From an optimization exercise on the open Yosys and OpenROAD flow, aimed at small area, a short achievable clock period and few clock cycles per item; shortcuts taken in it are not production practice.
Only simulation tests tie the RTL to the original design; equivalence was not proved.

==> design/flow/design.v <==
module msf_decoder (
    input  wire        clk,
    input  wire        rst,           
    input  wire        start,         
    input  wire [7:0]  count,         
    input  wire [31:0] start_time,    
    output reg  [7:0]  mem_raddr,
    input  wire [7:0]  mem_rdata,
    output reg         done,
    output reg  [8:0]  dstat,         
    output reg  [5:0]  secs,
    output reg  [7:0]  rd_ptr,
    output reg  [59:0] a_bits,        
    output reg  [59:0] b_bits,        
    output reg  [31:0] rec_ticks,
    output reg  [7:0]  rec_year,
    output reg  [7:0]  rec_month,
    output reg  [7:0]  rec_day,
    output reg  [2:0]  rec_dow,
    output reg  [7:0]  rec_hour,
    output reg  [7:0]  rec_minute,
    output reg         rec_bst,
    output reg  [15:0] rec_dut1
);
    localparam [2:0] S_IDLE  = 3'd0,
                     S_CHECK = 3'd1,
                     S_FETCH = 3'd2,
                     S_SCORE = 3'd3,
                     S_FINAL = 3'd4;
    localparam integer CEIL = 300;
    reg [2:0]  state;
    reg [7:0]  cnt;
    reg [31:0] stime;
    reg [2:0]  fidx;
    reg [7:0]  p0, p1, p2, p3;
    reg        have4;
    function [15:0] prop;    
        input [7:0] x;
        input [6:0] m;
        reg [17:0] q;
        begin
            q = ({10'd0, x} * 18'd1000) / {11'd0, m};
            if (q >= 18'd1000) prop = q - 18'd1000;
            else               prop = 18'd1000 - q;
        end
    endfunction
    function [15:0] score2;
        input [7:0] a, b;
        input [6:0] m1, m2;
        reg [9:0]  s;
        reg [9:0]  d;
        reg [17:0] t;
        begin
            s = a + b;
            d = (s >= 10'd100) ? s - 10'd100 : 10'd100 - s;
            t = prop(a, m1) + prop(b, m2) + d * 18'd10;
            score2 = t / 18'd3;
        end
    endfunction
    function [15:0] score4;
        input [7:0] a, b, c, e;
        reg [10:0] s;
        reg [10:0] d;
        reg [17:0] t;
        begin
            s = a + b + c + e;
            d = (s >= 11'd100) ? s - 11'd100 : 11'd100 - s;
            t = prop(a, 7'd10) + prop(b, 7'd10) + prop(c, 7'd10) + prop(e, 7'd70)
                + d * 18'd10;
            score4 = t / 18'd5;
        end
    endfunction
    wire [15:0] e11 = score2(p0, p1, 7'd30, 7'd70);
    wire [15:0] e10 = score2(p0, p1, 7'd20, 7'd80);
    wire [15:0] e00 = score2(p0, p1, 7'd10, 7'd90);
    wire [15:0] e4  = score4(p0, p1, p2, p3);
    wire [16:0] e01 = have4 ? {1'b0, e4} : 17'h1ffff;
    wire acc11 = (e11 < CEIL) && (e11 < e10) && (e11 < e00) && ({1'b0, e11} < e01);
    wire acc10 = (e10 < CEIL) && (e10 < e11) && (e10 < e00) && ({1'b0, e10} < e01);
    wire acc00 = (e00 < CEIL) && (e00 < e11) && (e00 < e10) && ({1'b0, e00} < e01);
    wire acc01 = (e01 < CEIL) && (e01 < {1'b0, e11}) && (e01 < {1'b0, e10})
                 && (e01 < {1'b0, e00});
    function [7:0] bcd;
        input [7:0] v;
        begin
            bcd = v[7:4] * 8'd10 + {4'd0, v[3:0]};
        end
    endfunction
    reg [7:0] w_year, w_month, w_day, w_dow, w_hour, w_minute;
    reg [7:0] w_sync;
    integer   i;
    always @* begin
        for (i = 0; i < 8; i = i + 1) w_year[7-i]   = a_bits[16+i];    
        w_month = 8'd0;
        for (i = 0; i < 5; i = i + 1) w_month[4-i]  = a_bits[24+i];    
        w_day = 8'd0;
        for (i = 0; i < 6; i = i + 1) w_day[5-i]    = a_bits[29+i];    
        w_dow = 8'd0;
        for (i = 0; i < 3; i = i + 1) w_dow[2-i]    = a_bits[35+i];    
        w_hour = 8'd0;
        for (i = 0; i < 6; i = i + 1) w_hour[5-i]   = a_bits[38+i];    
        w_minute = 8'd0;
        for (i = 0; i < 7; i = i + 1) w_minute[6-i] = a_bits[44+i];    
        for (i = 0; i < 8; i = i + 1) w_sync[7-i]   = a_bits[51+i];    
    end
    wire e_sync     = (w_sync != 8'h7E);
    wire e_par_year = ~(^a_bits[23:16] ^ b_bits[53]);
    wire e_par_date = ~(^a_bits[34:24] ^ b_bits[54]);
    wire e_par_dow  = ~(^a_bits[37:35] ^ b_bits[55]);
    wire e_par_time = ~(^a_bits[50:38] ^ b_bits[56]);
    wire frame_ok   = ~(e_sync | e_par_year | e_par_date | e_par_dow | e_par_time);
    function [3:0] lead1;
        input [7:0] w;    
        integer j;
        reg     run;
        begin
            lead1 = 4'd0;
            run   = 1'b1;
            for (j = 0; j < 8; j = j + 1) begin
                if (run && w[j]) lead1 = lead1 + 4'd1;
                else             run   = 1'b0;
            end
        end
    endfunction
    wire [3:0]  npos = lead1(b_bits[7:0]);
    wire [3:0]  nneg = lead1(b_bits[15:8]);
    wire [15:0] dut1 = (npos != 4'd0) ? {12'd0, npos} * 16'd100
                                      : 16'd0 - {12'd0, nneg} * 16'd100;
    always @(posedge clk) begin
        if (rst) begin
            state      <= S_IDLE;
            cnt        <= 8'd0;
            stime      <= 32'd0;
            fidx       <= 3'd0;
            p0         <= 8'd0;
            p1         <= 8'd0;
            p2         <= 8'd0;
            p3         <= 8'd0;
            have4      <= 1'b0;
            mem_raddr  <= 8'd0;
            done       <= 1'b0;
            dstat      <= 9'd0;
            secs       <= 6'd0;
            rd_ptr     <= 8'd0;
            a_bits     <= 60'd0;
            b_bits     <= 60'd0;
            rec_ticks  <= 32'd0;
            rec_year   <= 8'd0;
            rec_month  <= 8'd0;
            rec_day    <= 8'd0;
            rec_dow    <= 3'd0;
            rec_hour   <= 8'd0;
            rec_minute <= 8'd0;
            rec_bst    <= 1'b0;
            rec_dut1   <= 16'd0;
        end else begin
            done <= 1'b0;
            case (state)
                S_IDLE: begin
                    if (start) begin
                        cnt    <= count;
                        stime  <= start_time;
                        dstat  <= 9'd0;
                        secs   <= 6'd0;
                        rd_ptr <= 8'd0;
                        a_bits <= 60'd0;
                        b_bits <= 60'd0;
                        if (count == 8'd0) begin
                            dstat[1] <= 1'b1;           
                            state    <= S_FINAL;
                        end else begin
                            state    <= S_CHECK;
                        end
                    end
                end
                S_CHECK: begin
                    if (secs == 6'd60 || rd_ptr >= cnt) begin
                        state <= S_FINAL;
                    end else if (rd_ptr + 8'd1 >= cnt) begin
                        rd_ptr <= rd_ptr + 8'd1;        
                        state  <= S_FINAL;
                    end else begin
                        have4     <= ({1'b0, rd_ptr} + 9'd4 <= {1'b0, cnt});
                        mem_raddr <= rd_ptr;
                        fidx      <= 3'd0;
                        state     <= S_FETCH;
                    end
                end
                S_FETCH: begin
                    fidx      <= fidx + 3'd1;
                    mem_raddr <= mem_raddr + 8'd1;
                    case (fidx)
                        3'd0: ;
                        3'd1: p0 <= mem_rdata;
                        3'd2: p1 <= mem_rdata;
                        3'd3: p2 <= mem_rdata;
                        default: begin
                            p3    <= mem_rdata;
                            state <= S_SCORE;
                        end
                    endcase
                end
                S_SCORE: begin
                    if (acc11 || acc10 || acc00 || acc01) begin
                        secs               <= secs + 6'd1;
                        a_bits[secs]       <= acc11 | acc10;
                        b_bits[secs]       <= acc11 | acc01;
                        rd_ptr             <= rd_ptr + (acc01 ? 8'd4 : 8'd2);
                        state              <= S_CHECK;
                    end else begin
                        dstat[2] <= 1'b1;                   
                        rd_ptr   <= rd_ptr + 8'd2;
                        state    <= S_FINAL;
                    end
                end
                S_FINAL: begin
                    dstat[3] <= (secs < 6'd59);             
                    if (!dstat[1] && !dstat[2] && secs >= 6'd59) begin
                        dstat[4] <= e_sync;
                        dstat[5] <= e_par_year;
                        dstat[6] <= e_par_date;
                        dstat[7] <= e_par_dow;
                        dstat[8] <= e_par_time;
                        dstat[0] <= frame_ok;
                        if (frame_ok) begin
                            rec_ticks  <= stime;
                            rec_year   <= bcd(w_year);
                            rec_month  <= bcd(w_month);
                            rec_day    <= bcd(w_day);
                            rec_dow    <= w_dow[2:0];
                            rec_hour   <= bcd(w_hour);
                            rec_minute <= bcd(w_minute);
                            rec_bst    <= b_bits[57];
                            rec_dut1   <= dut1;
                        end
                    end
                    done  <= 1'b1;
                    state <= S_IDLE;
                end
                default: state <= S_IDLE;
            endcase
        end
    end
endmodule
==> design/flow/run.sh <==
#!/bin/bash
# synth_recipe.tcl (not shown) runs the flow's synth.tcl, then flattens the netlist and writes it again
# the make line also repeats each setting of config.mk as NAME=value (left out here)
make -C /OpenROAD-flow-scripts/flow DESIGN_CONFIG=/design/flow/config.mk WORK_HOME=/design/flow/orfs CLKGATE_MAP_FILE= SYNTH_SCRIPT=/design/flow/synth_recipe.tcl finish
==> design/flow/config.mk <==
export PLATFORM = sky130hd
export DESIGN_NAME = msf_decoder
export DESIGN_NICKNAME = msf_decoder
export VERILOG_FILES = /design/flow/design.v
export SDC_FILE = /design/flow/constraint.sdc
export NUM_CORES = 4
export LEC_CHECK = 0
export CAP_MARGIN = 20
export CORE_MARGIN = 2
export CORE_UTILIZATION = 40
export PLACE_DENSITY = 0.6
export SLEW_MARGIN = 20
==> design/flow/constraint.sdc <==
create_clock -name core_clock -period 30.0 [get_ports {clk}]
set_input_delay 6.0000 -clock core_clock [delete_from_list [all_inputs] [get_ports {clk}]]
set_output_delay 6.0000 -clock core_clock [all_outputs]
set_load 0.01 [all_outputs]
==> reports/metrics.cfg <==
[routing]
routed_wl_mm=197
ant_nets=0
remaining_drc_errors=0
drt_first_iter_violations=4940
viasPerCell=6.10
drtPass1Iterations=6
vias=58500
wl_per_cell_um=20.5

[die]
dieArea_um2=141000
boundaryPins=295
start_util_pct=40.3
die_h_um=376
rows=136
dieWidth_um=376
core_um2=137000

[sta]
skew_ps=37.0
setup_viol=0
fmax_mhz=35.4
fin_crit_sh_pct=94.1
final.setup.tns_ps=0
drv_slew=0
finalHoldViolations=0
fin_crit_ps=28240
tightest_slew_ps=1190
maxSlewHeadroom_pct=18.6

[worst_setup_path]
cp_max_fo=17
critPathMaxStageDelay_ps=680
worst-r2r-cell-count=123
worstReg2RegEnd=rd_ptr[5]$_SDFFE_PP0P_
required_ps=30410
reg2reg_from=p1[2]$_SDFFE_PP0P_
crit_slowest_cell=or4b_2
regToRegSetupSlack_ps=1760
path_common_cell=a21oi_1
cp.arrival_ps=28650
start_kind=register
path_class=reg -> reg
end_kind=register

[cts]
clock_sinks=310
ctsRootBufferMaster=clkbuf_16
path_clk_slew_ps=70
cts_buffer_depth=3
hold_buffers=0
worstSkewPairLatency_ps=590
cts_tree=yes
h-tree-depth=2
cts_made_buffers=37

[synth]
syn_inst=7556
synthTopCellsByArea=ha_1 (12%), dfxtp_1 (11%), fa_1 (6.9%), xnor2_1 (6.4%), nand2_1 (6.1%)
yosysUniqueCellTypes=143
syn_area_um2=55400
synth-edff-count=0
synth_most_common_cell=nand2_1
synth_area_per_cell_um2=7.33
synthFlopType=dfxtp_1
ys_ff_latch=310
yosysTopAreaCell=ha_1
yosysWarnings=1
synth_top_cell_area_share_pct=12.2
synthArstFlopShare_pct=0
ys_top_cells_by_count=nand2_1 (905), nor2_1 (632), a21oi_1 (610), ha_1 (539), inv_1 (421)
ys_seq_area_share_pct=11.2

[layout]
area_growth_pct=14.0
drive_gt1_share_pct=8.70
final_nets=8555
final_util_pct=45.9

[place]
place.gp.congestion=0.939
dp.final_hpwl_mm=156
port_buffers=285

[grt]
grt_pass1_wl_mm=307
grt_max_degree=100
grt_pass1_vias=54300
grt_overflow=0
antenna_found_initial=5
grt_use_total_pct=26.5

[run_status]
outcome=no timing/DRC/antenna violations

[worst_hold_path]
min_to=rec_ticks[1]$_SDFFE_PP0P_
hold_class=reg -> reg
hold_depth=2
worstHoldStart=stime[1]$_SDFFE_PP0P_

[job]
cap_violations=0

==> layer usage <==
metal  part of all wire [%]  routed length, um  up-vias  GRT usage (%)
met4                    3.1               6050        4           7.19
met2                     44              86000     2060           41.4
met3                    7.8              15400      276           4.93
met5                  0.012                 23        -              0
met1                     46              89800    27900           37.2
li1                       -                  -    28300              -
==> layout make-up <==
type,count,area [um^2]
Inverter,431,1620
Multi-Input combinational cell,6483,47200
Fill cell,13800,74400
Sequential cell,310,6220
Antenna cell,2,5.00
Timing Repair Buffer,510,4540
Clock inverter,16,265
Tap cell,1794,2240
Clock buffer,51,1070
==> stage by stage <==
| step | hold WS, ps | instances | area, um^2 | worst slack [ps] |
|---|---|---|---|---|
| after global routing | 442 | 9597 | 63100 | -62.5 |
| final | 422 | 9597 | 63100 | 1760 |
| after detailed placement | 444 | 9492 | 60600 | 273 |
| after global placement | 439 | 9492 | 60600 | 455 |
| after floorplan | 436 | 7573 | 55500 | 2730 |
| after CTS | 429 | 9559 | 61900 | 164 |
==> worst max-delay path: cells and delay by family, from the launching register on <==
kind	cells	cell delay [ps]
compound gates	50	10420
simple gates	36	6800
fa+ha+maj	18	6660
buf+inv	12	1770
mux	4	910
xor+xnor	3	780
flops	1	660
==> cell usage in the layout, fill, tap and decap left out, types with 54 or more instances in the layout <==
master,count
buf_4,225
a21o_1,112
fa_1,192
a31oi_1,108
and3_1,70
o22ai_1,60
dfxtp_1,298
nand2b_1,66
o31ai_1,54
nand4_1,81
clkdlybuf4s50_1,284
nor2_1,621
and2_1,68
mux2i_1,106
nor3_1,193
o211ai_1,115
nor2b_1,54
o21ai_0,387
ha_1,539
a21oi_1,596
nand3_1,237
xor2_1,75
a211oi_1,109
inv_1,421
xnor2_1,383
nor4_1,63
o21bai_1,61
nand2_1,898
==> how the worst max path moves through the flow <==
stage | startpoint | endpoint | slack, ps | cells after the start
floorplan | p1[0]$_SDFFE_PP0P_ | rd_ptr[5]$_SDFFE_PP0P_ | 2730 | 127
global placement | p1[3]$_SDFFE_PP0P_ | a_bits[10]$_SDFFE_PP0P_ | 450 | 105
detailed placement | p1[3]$_SDFFE_PP0P_ | a_bits[10]$_SDFFE_PP0P_ | 270 | 104
CTS | p1[3]$_SDFFE_PP0P_ | a_bits[10]$_SDFFE_PP0P_ | 160 | 104
global route | p1[0]$_SDFFE_PP0P_ | rd_ptr[5]$_SDFFE_PP0P_ | -60 | 112
finish | p1[2]$_SDFFE_PP0P_ | rd_ptr[5]$_SDFFE_PP0P_ | 1760 | 123
==> kinds of logic (layout without fill, tap and decap cells) <==
| logic type | Yosys count | count (layout) | share of synthesized area, % |
|---|---|---|---|
| other | 2 | 21 | 0.0136 |
| xor gates and xnor gates | 497 | 498 | 8.10 |
| buffers and inverters | 782 | 1008 | 5.63 |
| adders and majority gates | 752 | 752 | 19.5 |
| AOI/OAI and AO/OA | 2425 | 2426 | 30.1 |
| DFF | 310 | 310 | 11.2 |
| and+or+nand+nor | 2618 | 2618 | 22.2 |
| muxes | 170 | 170 | 3.24 |
==> sequential cells by signal, summed over array words and instances (netlist names), 9 cells and up <==
signal	cells
stime	32
rec_dut1	10
dstat	9
a_bits	60
b_bits	60
rec_ticks	32
==> repair_timing <==
action,4_1_cts,5_1_grt
setup buffers,0,34
endpoints found under the setup margin,0,136
resized for setup,0,206
Testbench counts, summed over its fixed seeds: cycles 150,541, decodes 384.

static timing again, ports no longer ideal:
How much do the figures lean on ideal ports? The routed layout below was timed once more, with nothing changed but the port constraints. Step 1 (the two cells are an assumption about what drives the block):
set clk [get_ports {clk}]
set_driving_cell -lib_cell sky130_fd_sc_hd__clkbuf_16 $clk
set_driving_cell -lib_cell sky130_fd_sc_hd__buf_2 [delete_from_list [all_inputs] $clk]
Step 2, shift: input delay + t, output delay - t, t = (earliest + latest rising clock arrival at the registers) / 2. This alone moves slack from input paths to output paths. Three values: ideal ports, drivers, drivers and shift; two values: the first two.
t, ns: 0.631
setup WS [ns]: 1.761 / 1.761 / 1.761
worst setup path after step 2: register to register
latest minus earliest clock arrival (ns): 0.041 / 0.041
After both steps this run still meets setup and hold. The setup slack of this run moves by 0.000 ns with the drivers and by 0.000 ns with both steps.
